This is an optimization exercise on Yosys and OpenROAD, whose aim is small area, a short achievable clock period and few clock cycles per item, not a production implementation.
The RTL was checked by simulation tests, not by an equivalence proof against the original design.
No activity file was given, so power comes from the tool's default toggle rates.

`config.mk`:
```
export PLATFORM = sky130hd
export DESIGN_NAME = fnwc_b
export DESIGN_NICKNAME = fnwc_b
export VERILOG_FILES = /design/flow/design.v
export SDC_FILE = /design/flow/constraint.sdc
export NUM_CORES = 4
export LEC_CHECK = 0
export CAP_MARGIN = 20
export CORE_MARGIN = 2
export CORE_UTILIZATION = 30
export PLACE_DENSITY = 0.5
export SLEW_MARGIN = 20
```
`constraint.sdc`:
```
create_clock -name core_clock -period 10.0 [get_ports {clk}]
set_input_delay 2.0000 -clock core_clock [delete_from_list [all_inputs] [get_ports {clk}]]
set_output_delay 2.0000 -clock core_clock [all_outputs]
set_load 0.01 [all_outputs]
```
`design.v`:
```
module fnwc_b (
    input  wire        clk,
    input  wire        rst,         
    input  wire        cmd_valid,
    output wire        cmd_ready,
    input  wire [63:0] cmd_cw,
    input  wire [63:0] cmd_x,
    input  wire [63:0] cmd_a,       
    input  wire [63:0] cmd_y,       
    output wire        rsp_valid,
    input  wire        rsp_ready,
    output reg  [1:0]  rsp_st,
    output reg  [63:0] rsp_r,
    output wire        fault
);
    localparam K = 16;
    localparam C = 4;
    localparam [1:0] ST_OK      = 2'd0;
    localparam [1:0] ST_ABSENT  = 2'd1;
    localparam [1:0] ST_FAULT   = 2'd2;
    localparam [1:0] ST_REFUSED = 2'd3;
    localparam [3:0] E_ILLEGAL  = 4'd1;
    localparam [3:0] E_CAPACITY = 4'd4;
    localparam [7:0] OP_INSERT  = 8'h20;
    localparam [7:0] OP_DELETE  = 8'h21;
    localparam [7:0] OP_MEMBER  = 8'h22;
    localparam [7:0] OP_RANK    = 8'h23;
    localparam [7:0] OP_SELECT  = 8'h24;
    localparam [7:0] OP_PRED    = 8'h25;
    localparam [7:0] OP_SUCC    = 8'h26;
    localparam [7:0] OP_SIZE    = 8'h27;
    localparam [7:0] OP_ISEMPTY = 8'h28;
    localparam [7:0] OP_RESET   = 8'h29;
    localparam [7:0] OP_RDSR    = 8'hF0;
    localparam [1:0] S_IDLE   = 2'd0;
    localparam [1:0] S_SEARCH = 2'd1;
    localparam [1:0] S_EXEC   = 2'd2;
    localparam [1:0] S_RESP   = 2'd3;
    reg [63:0] key [0:K-1];
    reg [15:0] slotmap;             
    reg [4:0]  n;
    reg [63:0] index;               
    reg        fault_v;
    reg [3:0]  fault_cause;
    reg [63:0] fcw;
    reg [1:0]  state;
    reg [63:0] cw;                  
    reg [63:0] x;                   
    reg [4:0]  lo, hi;              
    assign cmd_ready = (state == S_IDLE) && !rst;
    assign rsp_valid = (state == S_RESP);
    assign fault     = fault_v;
    wire [7:0] opc      = cw[63:56];
    wire       no_param = (cw[55:0] == 56'd0);
    wire       is_b     = (opc >= OP_INSERT) && (opc <= OP_RESET) && no_param;
    wire       is_rdsr  = (opc == OP_RDSR) && (cw[55:8] == 48'd0);
    wire [7:0] srn      = cw[7:0];
    wire       sr_defined = (srn == 8'h00) || (srn == 8'h01) || (srn == 8'h02) ||
                            (srn == 8'h10) || (srn == 8'h11) || (srn == 8'h12) ||
                            (srn[7:4] == 4'h2);
    wire [7:0] in_opc    = cmd_cw[63:56];
    wire       in_search = (in_opc >= OP_INSERT) && (in_opc <= OP_SUCC) &&
                           (in_opc != OP_SELECT) && (cmd_cw[55:0] == 56'd0);
    function [3:0] slot_of;
        input [63:0] idx;
        input [3:0]  r;
        slot_of = idx[r*C +: C];
    endfunction
    wire [4:0]  mid      = (lo + hi) >> 1;
    wire [4:0]  lo_m1    = lo - 5'd1;
    wire [3:0]  slot_r   = slot_of(index, lo[3:0]);
    reg [3:0] rd_slot;
    always @(*) begin
        if (state == S_SEARCH)     rd_slot = slot_of(index, mid[3:0]);
        else if (opc == OP_SELECT) rd_slot = slot_of(index, x[3:0]);
        else if (opc == OP_PRED)   rd_slot = slot_of(index, lo_m1[3:0]);
        else if (opc == OP_RDSR)   rd_slot = srn[3:0];
        else                       rd_slot = slot_r;
    end
    wire [63:0] key_rd   = key[rd_slot];
    wire [63:0] key_mid  = key_rd;
    wire [63:0] key_r    = key_rd;
    wire [63:0] key_rm1  = key_rd;
    wire        r_in     = (lo < n);
    wire        member   = r_in && (key_r == x);
    reg [3:0] free_slot;
    integer i;
    always @(*) begin
        free_slot = 4'd0;
        for (i = K - 1; i >= 0; i = i - 1)
            if (slotmap[i]) free_slot = i[3:0];
    end
    wire [63:0] low_mask  = (64'd1 << (lo * C)) - 64'd1;    
    wire [63:0] index_ins = (index & low_mask) | ({60'd0, free_slot} << (lo * C)) |
                            ((index & ~low_mask) << C);
    wire [63:0] index_rem = (index & low_mask) | ((index >> C) & ~low_mask);
    reg [63:0] sr_val;
    always @(*) begin
        case (srn)
            8'h00:   sr_val = {40'd0, 8'd0, 8'd16, 8'd64};
            8'h01:   sr_val = {fault_v, 59'd0, fault_cause};
            8'h02:   sr_val = fcw;
            8'h10:   sr_val = {59'd0, n};
            8'h11:   sr_val = {48'd0, slotmap};
            8'h12:   sr_val = index;
            default: sr_val = key_rd;
        endcase
    end
    integer k;
    always @(posedge clk) begin
        if (rst) begin
            state       <= S_IDLE;
            for (k = 0; k < K; k = k + 1) key[k] <= 64'd0;
            slotmap     <= 16'hFFFF;
            n           <= 5'd0;
            index       <= 64'd0;
            fault_v     <= 1'b0;
            fault_cause <= 4'd0;
            fcw         <= 64'd0;
            cw          <= 64'd0;
            x           <= 64'd0;
            lo          <= 5'd0;
            hi          <= 5'd0;
            rsp_st      <= ST_OK;
            rsp_r       <= 64'd0;
        end else begin
            case (state)
                S_IDLE: begin
                    if (cmd_valid) begin
                        cw    <= cmd_cw;
                        x     <= cmd_x;
                        lo    <= 5'd0;
                        hi    <= n;
                        state <= (in_search && !fault_v) ? S_SEARCH : S_EXEC;
                    end
                end
                S_SEARCH: begin
                    if (lo < hi) begin
                        if (key_mid < x) lo <= mid + 5'd1;
                        else             hi <= mid;
                    end else begin
                        state <= S_EXEC;
                    end
                end
                S_EXEC: begin
                    state  <= S_RESP;
                    rsp_st <= ST_OK;
                    rsp_r  <= 64'd0;
                    if (fault_v && !(is_rdsr && sr_defined)) begin
                        rsp_st <= ST_REFUSED;
                    end else if (!(is_b || (is_rdsr && sr_defined))) begin
                        fault_v     <= 1'b1;
                        fault_cause <= E_ILLEGAL;
                        fcw         <= cw;
                        rsp_st      <= ST_FAULT;
                        rsp_r       <= {60'd0, E_ILLEGAL};
                    end else if (is_rdsr) begin
                        rsp_r <= sr_val;
                    end else begin
                        case (opc)
                            OP_INSERT: begin
                                if (!member) begin
                                    if (n == K) begin
                                        fault_v     <= 1'b1;
                                        fault_cause <= E_CAPACITY;
                                        fcw         <= cw;
                                        rsp_st      <= ST_FAULT;
                                        rsp_r       <= {60'd0, E_CAPACITY};
                                    end else begin
                                        key[free_slot]     <= x;
                                        slotmap[free_slot] <= 1'b0;
                                        index              <= index_ins;
                                        n                  <= n + 5'd1;
                                    end
                                end
                            end
                            OP_DELETE: begin
                                if (member) begin
                                    slotmap[slot_r] <= 1'b1;
                                    index           <= index_rem;
                                    n               <= n - 5'd1;
                                end
                            end
                            OP_MEMBER: rsp_r <= {63'd0, member};
                            OP_RANK:   rsp_r <= {59'd0, lo};
                            OP_SELECT: begin
                                if (x < {59'd0, n}) rsp_r  <= key_rd;
                                else                rsp_st <= ST_ABSENT;
                            end
                            OP_PRED: begin
                                if (lo != 5'd0) rsp_r  <= key_rm1;
                                else            rsp_st <= ST_ABSENT;
                            end
                            OP_SUCC: begin
                                if (r_in) rsp_r  <= key_r;
                                else      rsp_st <= ST_ABSENT;
                            end
                            OP_SIZE:    rsp_r <= {59'd0, n};
                            OP_ISEMPTY: rsp_r <= {63'd0, (n == 5'd0)};
                            OP_RESET: begin
                                for (k = 0; k < K; k = k + 1) key[k] <= 64'd0;
                                slotmap <= 16'hFFFF;
                                n       <= 5'd0;
                                index   <= 64'd0;
                            end
                            default: ;
                        endcase
                    end
                end
                S_RESP: begin
                    if (rsp_ready) state <= S_IDLE;
                end
            endcase
        end
    end
endmodule
```
`run.sh`:
```
#!/bin/bash
# synth_recipe.tcl (not shown) runs the flow's synth.tcl, then flattens the netlist and writes it again
# the make line also repeats each setting of config.mk as NAME=value (left out here)
make -C /OpenROAD-flow-scripts/flow DESIGN_CONFIG=/design/flow/config.mk WORK_HOME=/design/flow/orfs CLKGATE_MAP_FILE= SYNTH_SCRIPT=/design/flow/synth_recipe.tcl finish
```
==> impl_metrics.ini <==
[run_status]
status = timing/DRC/antenna clean

[clock_network]
cts_resized = 0
root_buffer = clkbuf_16
clkTransAtPathRegs_ns = 0.06
htree_levels = 4
numCtsBuffers = 157
cts_sinks = 1382
clkLatencyLatePin_ns = 0.85
postCtsHoldBufs = 0
cts_tree = done
clk_path_buf_depth = 3
post-cts-setup-buffers = 0

[synth]
synth_seq_cells = 1382
synth_edf_count = 1024
syn_nets = 6837
synth_cell_types = 101
avgSynthCellArea_um2 = 10.8
netlist_top_cells_area = edfxtp_1 44%, dfxtp_1 10%, mux2i_1 9.6%, nor3_1 7.6%, nand2_1 3.5%
syn_area_um2 = 70100
synthMostInstantiatedCell = nor3_1
ys_async_sr_fraction = 0
synth_top_area_frac = 0.438
ys_seq_area_frac = 0.541
yosysTopAreaCell = edfxtp_1
ys_top_cells_by_count = 1060 x nor3_1, 1024 x edfxtp_1, 671 x mux2i_1, 656 x nand2_1, 482 x clkbuf_1
ys.flop_type = edfxtp_1
syn_inst = 6476
ys.warnings.count = 1

[placed_design]
place_area_um2 = 77800
numPortBuffers = 200
gp_congestion = 0.951
place_ws_ns = 1.40
hpwl_mm = 184

[worst_hold_path]
holdPathStages = 2
hold_class = flop to flop

[die]
fp.dieH_um = 487
die_x_um = 487
ios = 329
num_rows = 177
coreArea_um2 = 233000
die-area_um2 = 238000
start_util = 0.302

[final_layout]
final_core_util = 0.357
drive_gt1_frac = 0.133
finish.net_count = 6922
syn2layout_area_growth_pct = 18.3
final_area_um2 = 83000

[worst_setup_path]
r2r_slack_ns = 1.18
path_max_fanout = 130
cp.required_ns = 10.53
endpoint_kind = flop
cp-start-kind = flop
crit_type = flop to flop
reg2reg_depth = 30
worst_path_max_delay_cell = nor2_1
crit_top_cell = buf_4
critical_path.max_stage_delay_ns = 0.58
cp.arrival_ns = 9.35

[timing]
finalClockSkew_ns = 0.0774
rsz0062_at_grt = false
fin_crit_sh = 0.882
tns_ns = 0
timing.slew.headroom = 0.168
worst_pin_slew_ns = 1.25
setup_violations = 0
slew_viol_final = 0
max_freq_mhz = 113
timing.final.ws_setup_ns = 1.18
min_period_ns = 8.82
hold_viol_final = 0

[detailed_routing]
drt-total-wl_mm = 278
vias = 55422
wl_per_cell_um = 28.6
antenna_left = 0
drcViolationCount = 0
viasPerCell = 5.69
dr.pass1.iters = 6
drtIter0Drc = 6022

[global_route]
track_usage = 0.229
antenna_found_initial = 9
grt-ovfl-total = 0
grt_max_degree = 197
grt_pass1_vias = 53148
grt_pass1_wl_mm = 398

[power]
power.internal_mw = 11.4
powerDensity_nw_per_um2 = 206
clkPwrFrac = 0.343
swShare = 0.336
leakage_nw = 25.9
switching_power_mw = 5.74
combPwrFrac = 0.265
vdd_ir_drop_max_mv = 0.157
power.share.sequential = 0.392

[run]
drv_cap = 0
## critical path, delay by kind of cell (launching register included)
family                   cells  cell delay [ns]
AO/OA/AOI/OAI                6             1.50
adder cells (fa/ha/maj)      2             0.65
buffers and inverters       10             2.78
flip-flops                   1             0.32
multiplexers                 1             0.26
AND/OR/NAND/NOR             11             2.56
## logic make-up (layout without fill, tap and decap cells)
| group | after synthesis | after routing | synth area share |
|---|---|---|---|
| compound gates | 1098 | 1098 | 0.105 |
| xor+xnor | 27 | 27 | 0.00337 |
| fa+ha+maj | 101 | 101 | 0.0182 |
| buf+inv | 751 | 973 | 0.0459 |
| flops | 1382 | 1382 | 0.541 |
| mux | 855 | 855 | 0.134 |
| other cells | 0 | 5 | 0 |
| simple gates | 2262 | 2262 | 0.152 |
## cell usage in the layout, fill, tap and decap left out, types with 50 or more instances in the layout
cell / instances
a211oi_1: 91
a21oi_1: 339
a221oi_1: 53
a22oi_1: 84
buf_12: 123
buf_4: 237
clkbuf_1: 51
clkbuf_16: 159
clkdlybuf4s50_1: 199
clkinv_1: 78
dfxtp_1: 356
edfxtp_1: 1024
ha_1: 99
mux2_2: 127
mux2i_1: 671
mux4_2: 56
nand2_1: 648
nand3_1: 50
nor2_1: 237
nor3_1: 1059
nor4_1: 51
o211ai_1: 74
o21ai_0: 98
## metal layers
metal,up-vias,track usage,part of all wire
met3,464,0.0338,0.066
met4,4,0.0884,0.043
met2,2309,0.361,0.46
met5,-,0,0.000097
li1,24582,-,-
met1,28063,0.314,0.44
## final cells by class
cell class	instances	area, µm²
Fill cell	23110	150000
Sequential cell	1382	37900
Multi-Input combinational cell	4343	29400
Timing Repair Buffer	562	6260
Clock buffer	234	4500
Tap cell	3043	3810
Clock inverter	62	657
Inverter	115	434
Antenna cell	5	12.5
## per-stage QoR
| stage | hold slack, ns | cells | total power, mW |
|---|---|---|---|
| after global routing | 0.469 | 9742 | 17.8 |
| after CTS | 0.455 | 9738 | 17.2 |
| after floorplan | 0.434 | 6476 | 9.58 |
| final | 0.454 | 9746 | 17.1 |
| after detailed placement | 0.446 | 9442 | 11.4 |
| after global placement | 0.446 | 9442 | 11.3 |
## power by group through the flow
stage / registers (mW) / logic, mW / clock network (mW)
2_1_floorplan: 6.73 / 2.85 / 0
3_3_place_gp: 6.83 / 4.51 / 0
3_5_place_dp: 6.84 / 4.51 / 0
4_1_cts: 6.72 / 4.53 / 5.95
5_1_grt: 6.74 / 4.85 / 6.17
6_report: 6.72 / 4.54 / 5.87
## final timing paths
kind                              from                  endpoint
setup reg to reg    lo[1]$_SDFFE_PP0P_  key[8][51]$_SDFFCE_PN0P_
hold / removal    fcw[43]$_SDFFE_PP0P_      fcw[43]$_SDFFE_PP0P_
setup / recovery    lo[1]$_SDFFE_PP0P_  key[8][51]$_SDFFCE_PN0P_
hold reg to reg   fcw[43]$_SDFFE_PP0P_      fcw[43]$_SDFFE_PP0P_
## state kept, by name, summed over array words and instances (netlist names), 16 cells and up
register  cells
slotmap      16
rsp_r        64
index        64
cw           64
key        1024
x            64
fcw          64
Testbench counts, summed over its fixed seeds: cycles 15,122, items 2,400.

## what the ideal ports hide
In the flow no input, the clock included, has a driving cell. The finished layout below was timed again as built, in two steps.
Step 1 (the two cells are an assumption about what drives the block):
set clk [get_ports {clk}]
set_driving_cell -lib_cell sky130_fd_sc_hd__clkbuf_16 $clk
set_driving_cell -lib_cell sky130_fd_sc_hd__buf_2 [delete_from_list [all_inputs] $clk]
Step 2 moves the port delays by t, midway between the first and last clock arrival at a register: inputs arrive t later, outputs are due t later. That takes back most of the time a late clock gives input paths.
Slacks: ideal ports / drivers / drivers and shift; pairs: ideal ports / drivers.
t, ns: 0.903
slack for setup (ns): 1.176 / 1.176 / 1.176
worst register clock-pin slew, ns: 0.07 / 0.07
After both steps this run still meets setup and hold. The setup slack of this run moves by 0.000 ns with the drivers and by 0.000 ns with both steps.
